What follows belongs to an exercise in optimizing a design on an open flow for small area, a short achievable clock period and few clock cycles; a production flow would make more cautious choices.
The RTL was checked by simulation tests, not by an equivalence proof against the original design.
Power figures rest on the tool's default switching activity, not on a simulated workload.

==> flow/design.v, too long to show whole: its modules and the start of the top module <==
// module rde_sieve: 963 lines
// module rde_sieve_grp0: 252 lines
// module rde_sieve_grp1: 319 lines
// module rde_sieve_grp2: 324 lines
// module rde_sieve_grp3: 329 lines
// module rde_sieve_grp4: 331 lines
// module rde_sieve_grp5: 328 lines
// module rde_sieve_grp6: 329 lines
// module rde_sieve_grp7: 329 lines
module rde_sieve (
    input  wire        clk,
    input  wire        rst,
    input  wire        ld_en,
    input  wire [5:0]  ld_idx,
    input  wire [15:0] ld_data,
    input  wire        set_en,
    input  wire [63:0] set_lsb,
    input  wire [2:0]  set_mod6,
    input  wire        go,
    input  wire [1:0]  go_mode,
    input  wire [7:0]  go_count,
    output reg         out_valid,
    output reg  [63:0] out_lsb,
    output reg         done,
    output wire [63:0] lsb
);
  // ...
==> flow/flow/run.sh <==
#!/bin/bash
# Own layout flow: the standard ORFS flow (standard.sh, standard synthesis
# unchanged), with timing repair aiming at a setup slack margin so that the
# achieved period shrinks, ABC's buffers removed before placement (the
# resizer buffers the design itself), and more antenna repair iterations.
# The ORFS tools write their full logs under orfs/logs; this script's own
# output goes to run.log.
exec > run.log 2>&1
set -x
export SETUP_SLACK_MARGIN=19
export REMOVE_ABC_BUFFERS=1
export MAX_REPAIR_ANTENNAS_ITER_DRT=20
export MAX_REPAIR_ANTENNAS_ITER_GRT=10
bash standard.sh finish
==> flow/standard.sh <==
#!/bin/bash
# synth_recipe.tcl (not shown) runs the flow's synth.tcl, then flattens the netlist and writes it again
# the make line also repeats each setting of config.mk as NAME=value (left out here)
make -C /OpenROAD-flow-scripts/flow DESIGN_CONFIG=/design/flow/config.mk WORK_HOME=/design/flow/orfs CLKGATE_MAP_FILE= SYNTH_SCRIPT=/design/flow/synth_recipe.tcl "${@:-finish}"
==> flow/config.mk <==
export PLATFORM = sky130hd
export DESIGN_NAME = rde_sieve
export DESIGN_NICKNAME = rde_sieve
export VERILOG_FILES = /design/flow/design.v
export SDC_FILE = /design/flow/constraint.sdc
export NUM_CORES = 8
export LEC_CHECK = 0
export CAP_MARGIN = 35
export CORE_MARGIN = 2
export CORE_UTILIZATION = 30
export SLEW_MARGIN = 35
export SYNTH_HIERARCHICAL = 1
==> flow/constraint.sdc <==
create_clock -name core_clock -period 25.0 [get_ports {clk}]
set_input_delay 5.0000 -clock core_clock [delete_from_list [all_inputs] [get_ports {clk}]]
set_output_delay 5.0000 -clock core_clock [all_outputs]
set_load 0.01 [all_outputs]
==> notes.md, run 1 <==
The global-route wire length before repair came out at 697,000 microns. Compared with the post-synthesis result, the final layout area differs by 16.5%. The area occupied by multi-input gates came out at 56,600 sq um.

The CTS clock-pin slew for the worst setup and hold paths came out at 0.06 ns. The cell with the largest stage delay on the worst path is dfxtp_2. The largest registers in the layout are lsb_r: 64 flops, out_lsb: 64 flops. The initial cell density of the core came out at 0.302. Setup repair after global routing could not meet its margin everywhere. The tapcell count is 3,552. For hold timing, the worst endpoint is aH. The fill cell total of the finished layout came out at 28,300. The sequential cells in the finished layout cover a total of 21,000 sq um. The horizontal extent of the die came out at 523 microns. The multi-input combinational cell count came out at 8,631. The full die area is 274,000 sq um. The most critical setup path has its startpoint at lsb_r[29]. Of the total standard cell area in the layout, the multi-input combinational portion is 0.601. The wire length per cell after detailed routing came out at 35.8 microns. The per-cell via count in the routed design is 6.57.

The clock net in this run drives a total of 762 sinks. The post-route minimum period is 6.46 ns. The detailed-route via count came out at 93,700. The cell row count came out at 190. After routing, the total negative slack on setup checks comes to 0 ns.

The path depth of the worst reg2reg path came out at 26. Between clock sinks in the finished design, the worst skew comes to 0.109 ns. The count of mapped cells out of synthesis came out at 10,700.

The remaining antenna violation count after routing came out at 0. Including well taps, the total number of placed cells is 13,800. The detailed route wirelength on metal2 is 210,000 microns. The worst setup path is launched from a register. The met1 layer wirelength in the final routing came out at 201,000 microns. The combinational group share of total power is 0.730. The share of total power dissipated in sequential elements is 0.148. The met3 usage in global routing is 0.101. The detailed router's first-iteration violation count came out at 13,900.

The die height is 523 microns. The number of clock buffers in the layout is 132. The top cell types in the final layout, fill and taps aside, are nand2_1, nor2_1, o22ai_1, o21ai_0, edfxtp_1. The flow ran to the end and the layout has no timing, DRC or antenna violations.

Among the stages of the critical path, the cell type that occurs most often is buf_6. The aggregate global-route resource usage is 0.356. In this run the critical register-to-register path is captured at z_add[2].
Testbench counts, summed over its fixed seeds: cycles 2,213.
==> run 2: changes to the inputs <==
--- a/flow/design.v
+++ b/flow/design.v
@@ -741,16 +741,21 @@
   assign wr_en[56] = z_v & (z_idx == 6'd56);
   assign wr_en[57] = z_v & (z_idx == 6'd57);
   assign wr_en[58] = z_v & (z_idx == 6'd58);
   assign wr_en[59] = z_v & (z_idx == 6'd59);
   assign wr_en[60] = z_v & (z_idx == 6'd60);
   assign wr_en[61] = z_v & (z_idx == 6'd61);
   assign wr_en[62] = z_v & (z_idx == 6'd62);
   assign wr_en[63] = z_v & (z_idx == 6'd63);
+  function [5:0] ip_init(input [1:0] md, input [3:0] kk, input [2:0] ee);
+    if (ee == 3'd0) ip_init = {1'b0, kk, 1'b0};
+    else if (md == 2'd0 && ee <= 3'd2) ip_init = {1'b0, kk, 1'b1};
+    else ip_init = {1'b0, kk, 1'b0} + 6'd2;
+  endfunction
   wire m_plain = (mode == 2'd0);
   wire m_safe  = (mode == 2'd2);
   wire [15:0] k2 = m_safe ? kS : kB;
   reg  [31:0] m;
   integer jj;
   always @* begin
     for (jj = 0; jj < 16; jj = jj + 1) begin
       m[2*jj]   = ~kA[jj] & (m_plain | ~k2[jj]) & (2*jj >= ip);
@@ -766,16 +771,31 @@
       below[ii] = below[ii-1] | m[ii-1];
     more = 1'b0;
     for (ii = 0; ii < 32; ii = ii + 1) begin
       f1[ii] = m[ii] & ~below[ii];
       if (m[ii] & below[ii]) more = 1'b1;
     end
   end
   wire any  = |m;
+  wire idle = (state == S_IDLE);
+  wire [5:0] ip_p = ip_init(2'd0, k, e);
+  wire [5:0] ip_t = ip_init(2'd1, k, e);
+  reg g0, g1, g2;
+  integer gg;
+  always @* begin
+    g0 = 1'b0; g1 = 1'b0; g2 = 1'b0;
+    for (gg = 0; gg < 16; gg = gg + 1) begin
+      g0 = g0 | (~kA[gg] & (2*gg >= ip_p)) | (~kB[gg] & (2*gg+1 >= ip_p));
+      g1 = g1 | (~kA[gg] & ~kB[gg] & (2*gg >= ip_t));
+      g2 = g2 | (~kA[gg] & ~kS[gg] & (2*gg >= ip_t));
+    end
+  end
+  wire gany  = (go_mode == 2'd1) ? g1 : (go_mode == 2'd2) ? g2 : g0;
+  wire gskip = idle & go & kv_ok & (go_mode != 2'd3) & (go_count != 8'd0) & ~gany;
   wire last = (left == 8'd1);
   wire [5:0] ipn_p;
   assign ipn_p[0] = f1[0] | f1[2] | f1[4] | f1[6] | f1[8] | f1[10] | f1[12] | f1[14] | f1[16] | f1[18] | f1[20] | f1[22] | f1[24] | f1[26] | f1[28] | f1[30];
   assign ipn_p[1] = f1[1] | f1[2] | f1[5] | f1[6] | f1[9] | f1[10] | f1[13] | f1[14] | f1[17] | f1[18] | f1[21] | f1[22] | f1[25] | f1[26] | f1[29] | f1[30];
   assign ipn_p[2] = f1[3] | f1[4] | f1[5] | f1[6] | f1[11] | f1[12] | f1[13] | f1[14] | f1[19] | f1[20] | f1[21] | f1[22] | f1[27] | f1[28] | f1[29] | f1[30];
   assign ipn_p[3] = f1[7] | f1[8] | f1[9] | f1[10] | f1[11] | f1[12] | f1[13] | f1[14] | f1[23] | f1[24] | f1[25] | f1[26] | f1[27] | f1[28] | f1[29] | f1[30];
   assign ipn_p[4] = f1[15] | f1[16] | f1[17] | f1[18] | f1[19] | f1[20] | f1[21] | f1[22] | f1[23] | f1[24] | f1[25] | f1[26] | f1[27] | f1[28] | f1[29] | f1[30];
   assign ipn_p[5] = f1[31];
@@ -813,44 +833,39 @@
   assign off_nt[5] = f1[9] | f1[10] | f1[11] | f1[12] | f1[13] | f1[14] | f1[15] | f1[16] | f1[17] | f1[18] | f1[19] | f1[30] | f1[31];
   assign off_nt[6] = f1[20] | f1[21] | f1[22] | f1[23] | f1[24] | f1[25] | f1[26] | f1[27] | f1[28] | f1[29] | f1[30] | f1[31];
   assign off_nt[7] = 1'b0;
   wire wend_p = f1[31];
   wire wend_t = f1[30] | f1[31];
   wire [5:0] ip_next = m_plain ? ipn_p : ipn_t;
   wire [7:0]  off_n  = m_plain ? off_np : off_nt;
   wire wrap_end = m_plain ? wend_p : wend_t;
+  wire        refused = (mode == 2'd3) || (left == 8'd0);
+  wire        run_ok = (state == S_RUN) & ~refused;
   wire fill = (state == S_FILL);
-  assign step = fill | (run_ok & (~any | (last ? wrap_end : ~more)));
+  assign step = fill | gskip | (run_ok & (~any | (last ? wrap_end : ~more)));
   reg  [7:0]  o_pend;
   wire [55:0] hi_inc = lsb_r[63:8] + 56'd1;
-  wire [9:0]  lo_base = {2'b0, lsb_r[7:0]} - {2'b0, o_pend};
+  wire [7:0]  o = {k, 2'b0} + {k, 1'b0} + {5'd0, e};
+  wire [9:0]  lo_base = {2'b0, lsb_r[7:0]} - {2'b0, idle ? o : o_pend};
   wire [9:0]  lo_out = lo_base + {2'b0, off_f};
-  wire [9:0]  lo_adv = lo_base + ((any & last) ? {2'b0, off_n} : 10'd96);
+  wire [9:0]  lo_adv = lo_base + ((run_ok & any & last) ? {2'b0, off_n} : 10'd96);
   wire [63:0] lsb_out = {lo_out[8] ? hi_inc : lsb_r[63:8], lo_out[7:0]};
   wire [63:0] lsb_adv = {lo_adv[8] ? hi_inc : lsb_r[63:8], lo_adv[7:0]};
-  wire [7:0]  o = {k, 2'b0} + {k, 1'b0} + {5'd0, e};
-  wire        refused = (mode == 2'd3) || (left == 8'd0);
-  wire        run_ok = (state == S_RUN) & ~refused;
   wire        set_l = (state == S_IDLE) & set_en;
-  wire        adv_l = run_ok & (~any | last | ~more);
+  wire        adv_l = gskip | (run_ok & (~any | last | ~more));
   always @(posedge clk)
     lsb_r <= ({64{set_l}} & set_lsb) | ({64{adv_l}} & lsb_adv) | ({64{~(set_l | adv_l)}} & lsb_r);
   wire [2:0] e_set = (set_mod6 == 3'd5) ? 3'd0 : set_mod6 + 3'd1;
   wire       need_lo = (ptr != 7'd0) && ((eL != e) || aL);
   wire       need_hi = (ptr != 7'd64) && ((eH != e) || aH);
   wire       need_ren = need_lo | need_hi;
   reg  [6:0] rn_hi;
   wire       ld_adv = c_v && (c_idx == ptr[5:0]) && !ptr[6];
   wire [6:0] ptr1 = ptr + {6'd0, ld_adv};
-  function [5:0] ip_init(input [1:0] md, input [3:0] kk, input [2:0] ee);
-    if (ee == 3'd0) ip_init = {1'b0, kk, 1'b0};
-    else if (md == 2'd0 && ee <= 3'd2) ip_init = {1'b0, kk, 1'b1};
-    else ip_init = {1'b0, kk, 1'b0} + 6'd2;
-  endfunction
   always @(posedge clk) begin
     out_lsb <= lsb_out;
     if (rst) begin
       state     <= S_IDLE;
       out_valid <= 1'b0;
       done      <= 1'b0;
       kv_ok     <= 1'b0;
       ptr       <= 7'd0;
@@ -880,18 +895,18 @@
               aH  <= aL;
               eL  <= e_set;
               aL  <= 1'b0;
             end
           end
           if (go) begin
             mode   <= go_mode;
             left   <= go_count;
-            ip     <= ip_init(go_mode, k, e);
-            o_pend <= o;
+            ip     <= gskip ? 6'd0 : ip_init(go_mode, k, e);
+            o_pend <= gskip ? 8'd0 : o;
             state  <= kv_ok ? S_RUN : S_PREP;
           end
         end
         S_PREP: begin
           if (refused) begin
             done  <= 1'b1;
             state <= S_IDLE;
           end else if (!c_v) begin
==> flow/flow/run.sh (replaced) <==
#!/bin/bash
# Own layout flow: the standard ORFS flow (standard.sh, standard synthesis
# unchanged), with timing repair aiming at a setup slack margin so that the
# achieved period shrinks, ABC's buffers removed before placement (the
# resizer buffers the design itself), and more antenna repair iterations.
# The ORFS tools write their full logs under orfs/logs; this script's own
# output goes to run.log.
exec > run.log 2>&1
set -x
export SETUP_SLACK_MARGIN=18.5
export REMOVE_ABC_BUFFERS=1
export MAX_REPAIR_ANTENNAS_ITER_DRT=20
export MAX_REPAIR_ANTENNAS_ITER_GRT=10
bash standard.sh finish
==> flow/config.mk (replaced) <==
export PLATFORM = sky130hd
export DESIGN_NAME = rde_sieve
export DESIGN_NICKNAME = rde_sieve
export VERILOG_FILES = /design/flow/design.v
export SDC_FILE = /design/flow/constraint.sdc
export NUM_CORES = 8
export LEC_CHECK = 0
export CAP_MARGIN = 50
export CORE_MARGIN = 2
export CORE_UTILIZATION = 30
export SLEW_MARGIN = 50
export SYNTH_HIERARCHICAL = 1
==> run 2 against run 1 <==
Non-clock buffer count fell by 41; clock power is 3% higher; synthesized area increased by 0.56%; hold slack worse by 0.054 ns; via count grew 1.7%; clock skew fell by 0.064 ns; combinational power up 12%; critical path type is now in -> reg.
==> notes.md, run 2 <==
The cell with the largest stage delay on the worst path was o32ai_2 (was dfxtp_2). The placed cell area came to 87,200 sq um (was 85,900 sq um). The horizontal extent of the die is 525 microns (was 523 microns). The detailed router's first-iteration violation count came out at 14,400 (was 13,900). The TritonCTS buffer count was 98 (was 104). The capturing point of the worst reg2reg path is z_v6[8] (was z_add[2]). The die height came out at 525 microns (was 523 microns). The met3 usage in global routing is 0.111 (was 0.101). The largest stage delay on the critical path came to 0.28 ns (was 0.31 ns). Run status: finished clean (unchanged). The number of max-capacitance violations reported came out at 0 (unchanged). The worst endpoint required time came out at 25.46 ns (was 20.00 ns). The part of the total power dissipated in sequential elements is 0.150 (was 0.148).

The post-cts hold buffer count is 0 (unchanged). The routability congestion estimate from global placement came to 1.12 (about the same). Worst path cell trace: buf_8 -> nor2b_4 -> o31ai_2 -> nor3_1 -> nand3_1 -> o32ai_2 -> a22o_4 -> nand3_4 -> o221a_4 -> inv_16 -> buf_16 -> buf_16 -> nand2_4 -> nand2_4 (was buf_6 -> buf_6). The internal power came out at 5.47 mW (was 5.34 mW).

The total negative slack is 0 ns (unchanged). The cell row count was 191 (was 190). The kind of launch point of the worst setup path is an input pin (was register). The via count of the first global-routing pass is 87,500 (was 85,500). The met1 track utilization from global routing was 0.458 (was 0.456). The maximum fanout encountered on the critical timing path is 7 (was 2). The per-cell via count in the routed design is 6.63 (was 6.57). The overall overflow remaining after global route is 0 (unchanged).

The critical path class is in -> reg (was reg -> out). The length of the first detailed-routing pass in iterations is 9 (was 7). The launch point of the worst reg-to-reg path is c_dat[8] (was rn_i[0]). The post-layout utilization of the core came to 0.361 (was 0.351). The I/O pin count is 234 (unchanged).

The fill cell total of the finished layout is 28,300 (about the same). The CTS clock-pin slew for the worst setup and hold paths is 0.06 ns (about the same). The number of pins with negative max-slew slack in the final report came to 0 (unchanged). The fraction of the cycle the final worst path needs was 0.272 (was 0.259). The maximum number of pins on one net before global-route repair came to 67 (was 47). The layout overhead on the synthesized area is 20.0% (was 16.5%). The DRC violation count after routing is 0 (unchanged). The deepest clock path buffer count is 3 (was 4). Top library cells by usage in the layout, fill and taps aside: nand2_1, nor2_1, o22ai_1, o21ai_0, edfxtp_1 (unchanged). The slack of the worst reg-to-reg path is 18.21 ns (was 18.78 ns). The clock share of power was 0.113 (was 0.123). The post-route minimum period is 6.81 ns (was 6.46 ns). The class of the tightest hold or removal check is reg -> reg (unchanged). The final-layout worst hold slack is 0.479 ns (was 0.534 ns). The most frequent standard cell in the layout excluding fill and tap cells is nand2_1 (unchanged). The area of the core is 270,000 sq um (was 268,000 sq um). The path depth of the worst reg2reg path was 35 (was 26). The critical path data arrival time is 7.27 ns (was 1.46 ns).

The global-route wire length before repair is 710,000 microns (was 697,000 microns). The most crowded layer after global routing is met2 (unchanged). The clock tree skew after final layout came to 0.0456 ns (was 0.109 ns). The remaining antenna violation count after routing is 0 (unchanged). The critical path launch point is go_mode[1] (was lsb_r[29]). The CTS tree is done (unchanged). Setup repair after global routing missed its margin: yes (unchanged).

The number of warnings issued by yosys is 7 (unchanged). The H-tree level count is 3 (unchanged). The static power due to leakage is 36.3 nW (was 34.7 nW). The layout cell share with drive strength beyond 1 was 0.162 (was 0.150).

The power density over cell area was 140 nW/um^2 (was 130 nW/um^2). The number of nets in the final layout was 11,100 (was 11,000). The met2 global-route usage came out at 0.515 (was 0.520). The initial cell density of the core is 0.301 (was 0.302). The wire length per cell after detailed routing came out at 36.6 microns (was 35.8 microns). The final setup violation count came out at 0 (unchanged). The number of sinks handled by clock tree synthesis is 762 (unchanged). The port buffer count came out at 226 (unchanged). The detailed placer's ending HPWL came out at 389,000 microns (was 382,000 microns). The aggregate global-route resource usage is 0.357 (was 0.356). The total length of routed wires is 526,000 microns (was 511,000 microns). The combinational group share of total power was 0.737 (was 0.730). The full die area is 275,000 sq um (was 274,000 sq um). The maximum ir drop on the vdd rail is 386 uV (was 490 uV). The design area came to 97,600 sq um (was 94,200 sq um). Leading registers by flop count: lsb_r: 64 flops, out_lsb: 64 flops (unchanged). The final hold violation count is 0 (unchanged). The maximum achievable frequency is 147 MHz (was 155 MHz). The slew at the pin with the worst max-slew slack is 0.876 ns (was 1.15 ns). The relative slew slack came out at 0.416 (was 0.227). The net switching component of the power is 8.14 mW (was 6.86 mW).

The cell chosen for the clock root is clkbuf_16 (unchanged). The critical path endpoint category is a register (was output port). The count of mapped cells out of synthesis was 10,800 (was 10,700).

The later-pin clock latency in the skew report is 0.79 ns (was 0.90 ns). The switching portion of total power is 0.598 (was 0.562). The area of the mapped netlist came out at 81,300 sq um (was 80,900 sq um). The number of antenna violations at the first check in global routing is 42 (was 36).

The detailed-route via count is 95,300 (was 93,700). The endpoint of the worst setup timing path is t25[2] (was lsb[29]). The mean area per synthesized cell was 7.51 sq um (was 7.55 sq um).
-- run 2: power groups by stage --
stage               registers (mW)  logic (mW)  clock network [mW]
floorplan                     1.99        4.01                   0
global placement              2.04        8.34                   0
detailed placement            2.05        8.50                   0
CTS                           2.02        8.99                1.56
global route                  2.06        10.5                1.61
finish                        2.04        10.0                1.54
-- run 2: worst min path at each step --
stage / startpoint / endpoint / slack (ns) / depth (start not counted)
detailed placement: lsb_r[63] / out_lsb[63] / 0.50 / 1
finish: lsb_r[63] / out_lsb[63] / 0.48 / 1
global placement: lsb_r[63] / out_lsb[63] / 0.50 / 1
floorplan: aH / aH / 0.47 / 2
global route: lsb_r[62] / out_lsb[62] / 0.50 / 1
CTS: lsb_r[63] / out_lsb[63] / 0.48 / 1
-- run 2: per-stage QoR --
| stage | cells | setup WS (ns) | power (mW) |
|---|---|---|---|
| final | 14400 | 18.19 | 13.6 |
| after detailed placement | 14000 | 15.08 | 10.5 |
| after global placement | 13900 | 14.69 | 10.4 |
| after floorplan | 9899 | 12.54 | 6.00 |
| after CTS | 14300 | 18.22 | 12.6 |
| after global routing | 14400 | 17.92 | 14.2 |
-- run 2: area by class of cell --
type	instances	area, sq um	share of cell area
Timing Repair inverter	2	60.1	0.000615
Clock buffer	125	2690	0.0275
Sequential cell	762	20900	0.214
Multi-Input combinational cell	8744	59700	0.612
Timing Repair Buffer	703	7500	0.0769
Clock inverter	59	729	0.00747
Antenna cell	14	35.0	0.000359
Tap cell	3570	4470	0.0458
Inverter	399	1520	0.0156
-- run 2: timing repair --
item                                    in CTS  in global routing
gates cloned                                26                 20
resized for setup                          867                365
endpoints found under the setup margin     943                855
pin swaps                                  166                130
setup buffers                               95                 68
-- run 2: critical path, delay by kind of cell --
kind	cells	cell delay (ns)
simple gates	6	0.71
compound gates	4	0.83
buf+inv	4	0.66
-- run 2: metal layers --
metal,part of all wire,wire [microns]
met1,0.39,206000
met2,0.41,213000
met3,0.12,62900
met4,0.082,43400
met5,0.00044,233
Testbench counts of run 2, summed over its fixed seeds: cycles 2,160.
==> run 3: changes to the inputs <==
--- a/flow/config.mk
+++ b/flow/config.mk
@@ -8,5 +8,5 @@
 export CAP_MARGIN = 50
 export CORE_MARGIN = 2
-export CORE_UTILIZATION = 30
+export CORE_UTILIZATION = 35
 export SLEW_MARGIN = 50
 export SYNTH_HIERARCHICAL = 1
==> run 3 against run 2 <==
Via count increased by 1.6%; routed wire length up 2.1%; clock power about the same; synthesized cell count unchanged; first-iteration DRC count grew 5.4%; clock skew shrank 0.0036 ns; clock-buffer cell count fell by 1; cell count down 3.5%; largest power group unchanged; hold slack got worse by 0.0026 ns; still clean on timing, DRC and antenna; non-clock buffer count rose by 34; combinational power hardly changed; sequential share of layout area about the same.
==> notes.md, run 3 <==
The length of the first detailed-routing pass in iterations came out at 7 (was 9). The post-route minimum period is 6.81 ns (about the same). The combinational group share of total power came out at 0.734 (was 0.737). The detailed router's first-iteration violation count was 15,200 (was 14,400). The maximum achievable frequency is 147 MHz (about the same). The overall power after layout came out at 13.5 mW (was 13.6 mW). The routed wire length on met3 came out at 63,300 microns (was 62,900 microns). The maximum number of pins on one net before global-route repair was 60 (was 67).

The detailed-route via count came out at 96,800 (was 95,300). The via count of the first global-routing pass came out at 88,900 (was 87,500). The overall overflow remaining after global route is 0 (unchanged). The count of mapped cells out of synthesis came out at 10,800 (unchanged). The wire length per cell after detailed routing came out at 38.7 microns (was 36.6 microns). The critical path class is in -> reg (unchanged). The remaining antenna violation count after routing was 0 (unchanged).

The horizontal extent of the die came to 486 microns (was 525 microns). The static power due to leakage is 36.5 nW (was 36.3 nW). The most frequent standard cell in the layout excluding fill and tap cells was nand2_1 (unchanged).

The DRC violation count after routing was 0 (unchanged). The post-cts hold buffer count was 0 (unchanged). The relative slew slack is 0.426 (was 0.416). The layout overhead on the synthesized area is 20.0% (about the same).

The net switching component of the power came out at 8.07 mW (was 8.14 mW). The routability congestion estimate from global placement was 1.13 (was 1.12). The post-layout utilization of the core was 0.423 (was 0.361).

The detailed placer's ending HPWL came out at 404,000 microns (was 389,000 microns). The TritonCTS buffer count is 98 (unchanged). The critical path data arrival time came out at 7.50 ns (was 7.27 ns).

The area occupied by multi-input gates came out at 60,000 sq um (was 59,700 sq um). The layout cell share with drive strength beyond 1 came out at 0.170 (was 0.162). The total length of routed wires is 537,000 microns (was 526,000 microns). The part of the total power dissipated in sequential elements came to 0.152 (was 0.150). The cell count after placement came out at 13,400 (was 14,000).

The later-pin clock latency in the skew report is 0.81 ns (was 0.79 ns). The power density over cell area came out at 138 nW/um^2 (was 140 nW/um^2). The number of nets in the final layout came out at 11,100 (about the same). The mean area per synthesized cell came to 7.51 sq um (unchanged). The top metal layer carrying routed signals is met5 (unchanged). The total negative slack came to 0 ns (unchanged). The area of the core is 231,000 sq um (was 270,000 sq um). The CTS clock-pin slew for the worst setup and hold paths is 0.06 ns (about the same). The number of sinks handled by clock tree synthesis is 762 (unchanged). The final setup violation count is 0 (unchanged). The maximum ir drop on the vdd rail was 975 uV (was 386 uV). The H-tree level count is 3 (unchanged).

The internal power came out at 5.40 mW (was 5.47 mW). The port buffer count came to 226 (unchanged). Setup repair after global routing missed its margin: yes (unchanged). The slew at the pin with the worst max-slew slack came out at 0.854 ns (was 0.876 ns). The number of antenna violations at the first check in global routing came out at 39 (was 42).

The fill cell total of the finished layout was 23,100 (was 28,300). The non-filler instance count after layout is 13,900 (was 14,400). The kind of launch point of the worst setup path is an input pin (unchanged). The detailed route wirelength on metal2 is 222,000 microns (was 213,000 microns). The aggregate global-route resource usage came out at 0.429 (was 0.357). The per-cell via count in the routed design is 6.98 (was 6.63). The global-route wire length before repair is 724,000 microns (was 710,000 microns). Top library cells by usage in the layout, fill and taps aside: nand2_1, nor2_1, o22ai_1, o21ai_0, edfxtp_1 (unchanged).

The cell type with the highest occurrence count on the critical path is buf_12. The class of the tightest hold or removal check is reg -> reg (unchanged). The final hold violation count is 0 (unchanged). The cell row count came to 176 (was 191). The I/O pin count came out at 234 (unchanged). The maximum fanout encountered on the critical timing path came out at 5 (was 7). The area occupied by registers came out at 20,900 sq um (about the same). The full die area came out at 236,000 sq um (was 275,000 sq um). The cell chosen for the clock root is clkbuf_16 (unchanged). The clock tree skew after final layout came out at 0.0419 ns (was 0.0456 ns). The area of the mapped netlist was 81,300 sq um (unchanged). The fraction of the cycle the final worst path needs came out at 0.272 (about the same). The deepest clock path buffer count came out at 3 (unchanged).

Run status: finished clean (unchanged). The switching portion of total power is 0.599 (was 0.598). Worst path cell trace: buf_8 -> nor2b_4 -> buf_4 -> nor2_2 -> o31ai_2 -> o32ai_2 -> a22o_4 -> a32o_2 -> buf_12 -> buf_12 -> buf_12 -> buf_4 -> nor2_4 -> nor3_1 -> a221o_1 (was buf_8 -> nor2b_4 -> o31ai_2 -> nor3_1 -> nand3_1 -> o32ai_2 -> a22o_4 -> nand3_4 -> o221a_4 -> inv_16 -> buf_16 -> buf_16 -> nand2_4 -> nand2_4). Leading registers by flop count: lsb_r: 64 flops, out_lsb: 64 flops (unchanged). The clock share of power came out at 0.114 (was 0.113). The number of warnings issued by yosys is 7 (unchanged).

The number of max-capacitance violations reported is 0 (unchanged). The CTS tree is done (unchanged). The critical path endpoint category is a register (unchanged). The worst endpoint required time was 25.69 ns (was 25.46 ns).

The cell with the largest stage delay on the worst path was nor2_4 (was o32ai_2). The met1 layer wirelength in the final routing came out at 206,000 microns (about the same). The largest stage delay on the critical path is 0.32 ns (was 0.28 ns).

The initial cell density of the core came out at 0.353 (was 0.301). The number of pins with negative max-slew slack in the final report is 0 (unchanged). The die height came out at 486 microns (was 525 microns).
[run 3: critical path, delay by kind of cell]
kind / cells / cell delay, ns
and+or+nand+nor: 4 / 0.70
AOI/OAI and AO/OA: 5 / 1.04
buffers and inverters: 6 / 0.75
[run 3: layout make-up]
class                      count  share of cell area
timing repair buffer         737              0.0805
clock buffer                 124              0.0276
timing repair inverter         3            0.000923
tap                         3026              0.0388
antenna                       20            0.000513
multi-input combinational   8742               0.615
inverter                     399              0.0156
sequential                   762               0.214
clock inverter                56             0.00742
[run 3: stage by stage]
step	instance area [sq um]	hold WS (ns)	setup WS (ns)
3_5_place_dp	87000	0.502	14.97
5_1_grt	97600	0.487	18.03
3_3_place_gp	85000	0.500	14.46
4_1_cts	94500	0.477	18.25
6_report	97600	0.477	18.19
2_1_floorplan	76800	0.470	12.54
[run 3: repair_timing]
item | CTS | global route
resized for setup | 893 | 416
pin swaps | 118 | 142
setup endpoints to repair | 923 | 805
buffers inserted | 103 | 72
cloned | 34 | 10
[run 3: metal layers]
metal	global-route usage	up-vias
met2	0.630	7169
li1	-	40400
met5	0	-
met1	0.542	47600
met4	0.289	16
met3	0.125	1714
[run 3: worst paths after layout]
kind	slack, ns	startpoint	cells after the start	to
hold reg to reg	0.48	lsb_r[7]	2	lsb_r[7]
setup reg to reg	18.33	c_v	37	z_v6[7]
setup / recovery	18.19	go_mode[1]	15	lsb_r[20]
hold / removal	0.48	lsb_r[7]	2	lsb_r[7]
[run 3: power groups by stage]
| stage | Combinational [mW] | Clock, mW | Sequential [mW] |
|---|---|---|---|
| 6_report | 9.88 | 1.54 | 2.04 |
| 5_1_grt | 10.2 | 1.60 | 2.06 |
| 4_1_cts | 9.05 | 1.55 | 2.03 |
| 3_5_place_dp | 8.54 | 0 | 2.04 |
| 3_3_place_gp | 8.28 | 0 | 2.03 |
| 2_1_floorplan | 4.01 | 0 | 1.99 |

-- what the ideal ports hide --
No port has a modelled driver above. Below, the same layouts with a new extraction and two added sets of constraints. Step 1, drivers: a clkbuf_16 drives clk and a buf_2 each remaining input, both assumed. Step 2 adds t to the input delays and takes it off the output delays; t is the mean of the earliest and latest rising clock arrival at the registers after step 1. Input paths then give back, and output paths get back, about the clock's delay inside the block. Slacks: no drivers / after step 1 / after step 2; pairs: no drivers / after step 1.
| run | t, ns | setup slack, ns | worst hold slack (ns) |
|---|---|---|---|
| run 1 | 0.945 | 18.535 / 18.441 / 18.082 | 0.534 / 0.534 / 0.534 |
| run 2 | 0.879 | 18.193 / 18.187 / 17.309 | 0.479 / 0.479 / 0.479 |
| run 3 | 0.901 | 18.189 / 18.240 / 17.338 | 0.477 / 0.477 / 0.477 |
After both steps setup and hold are still met in every run listed. The setup slack of run 2, which loses most, moves by -0.006 ns with the drivers and by -0.884 ns with both steps.
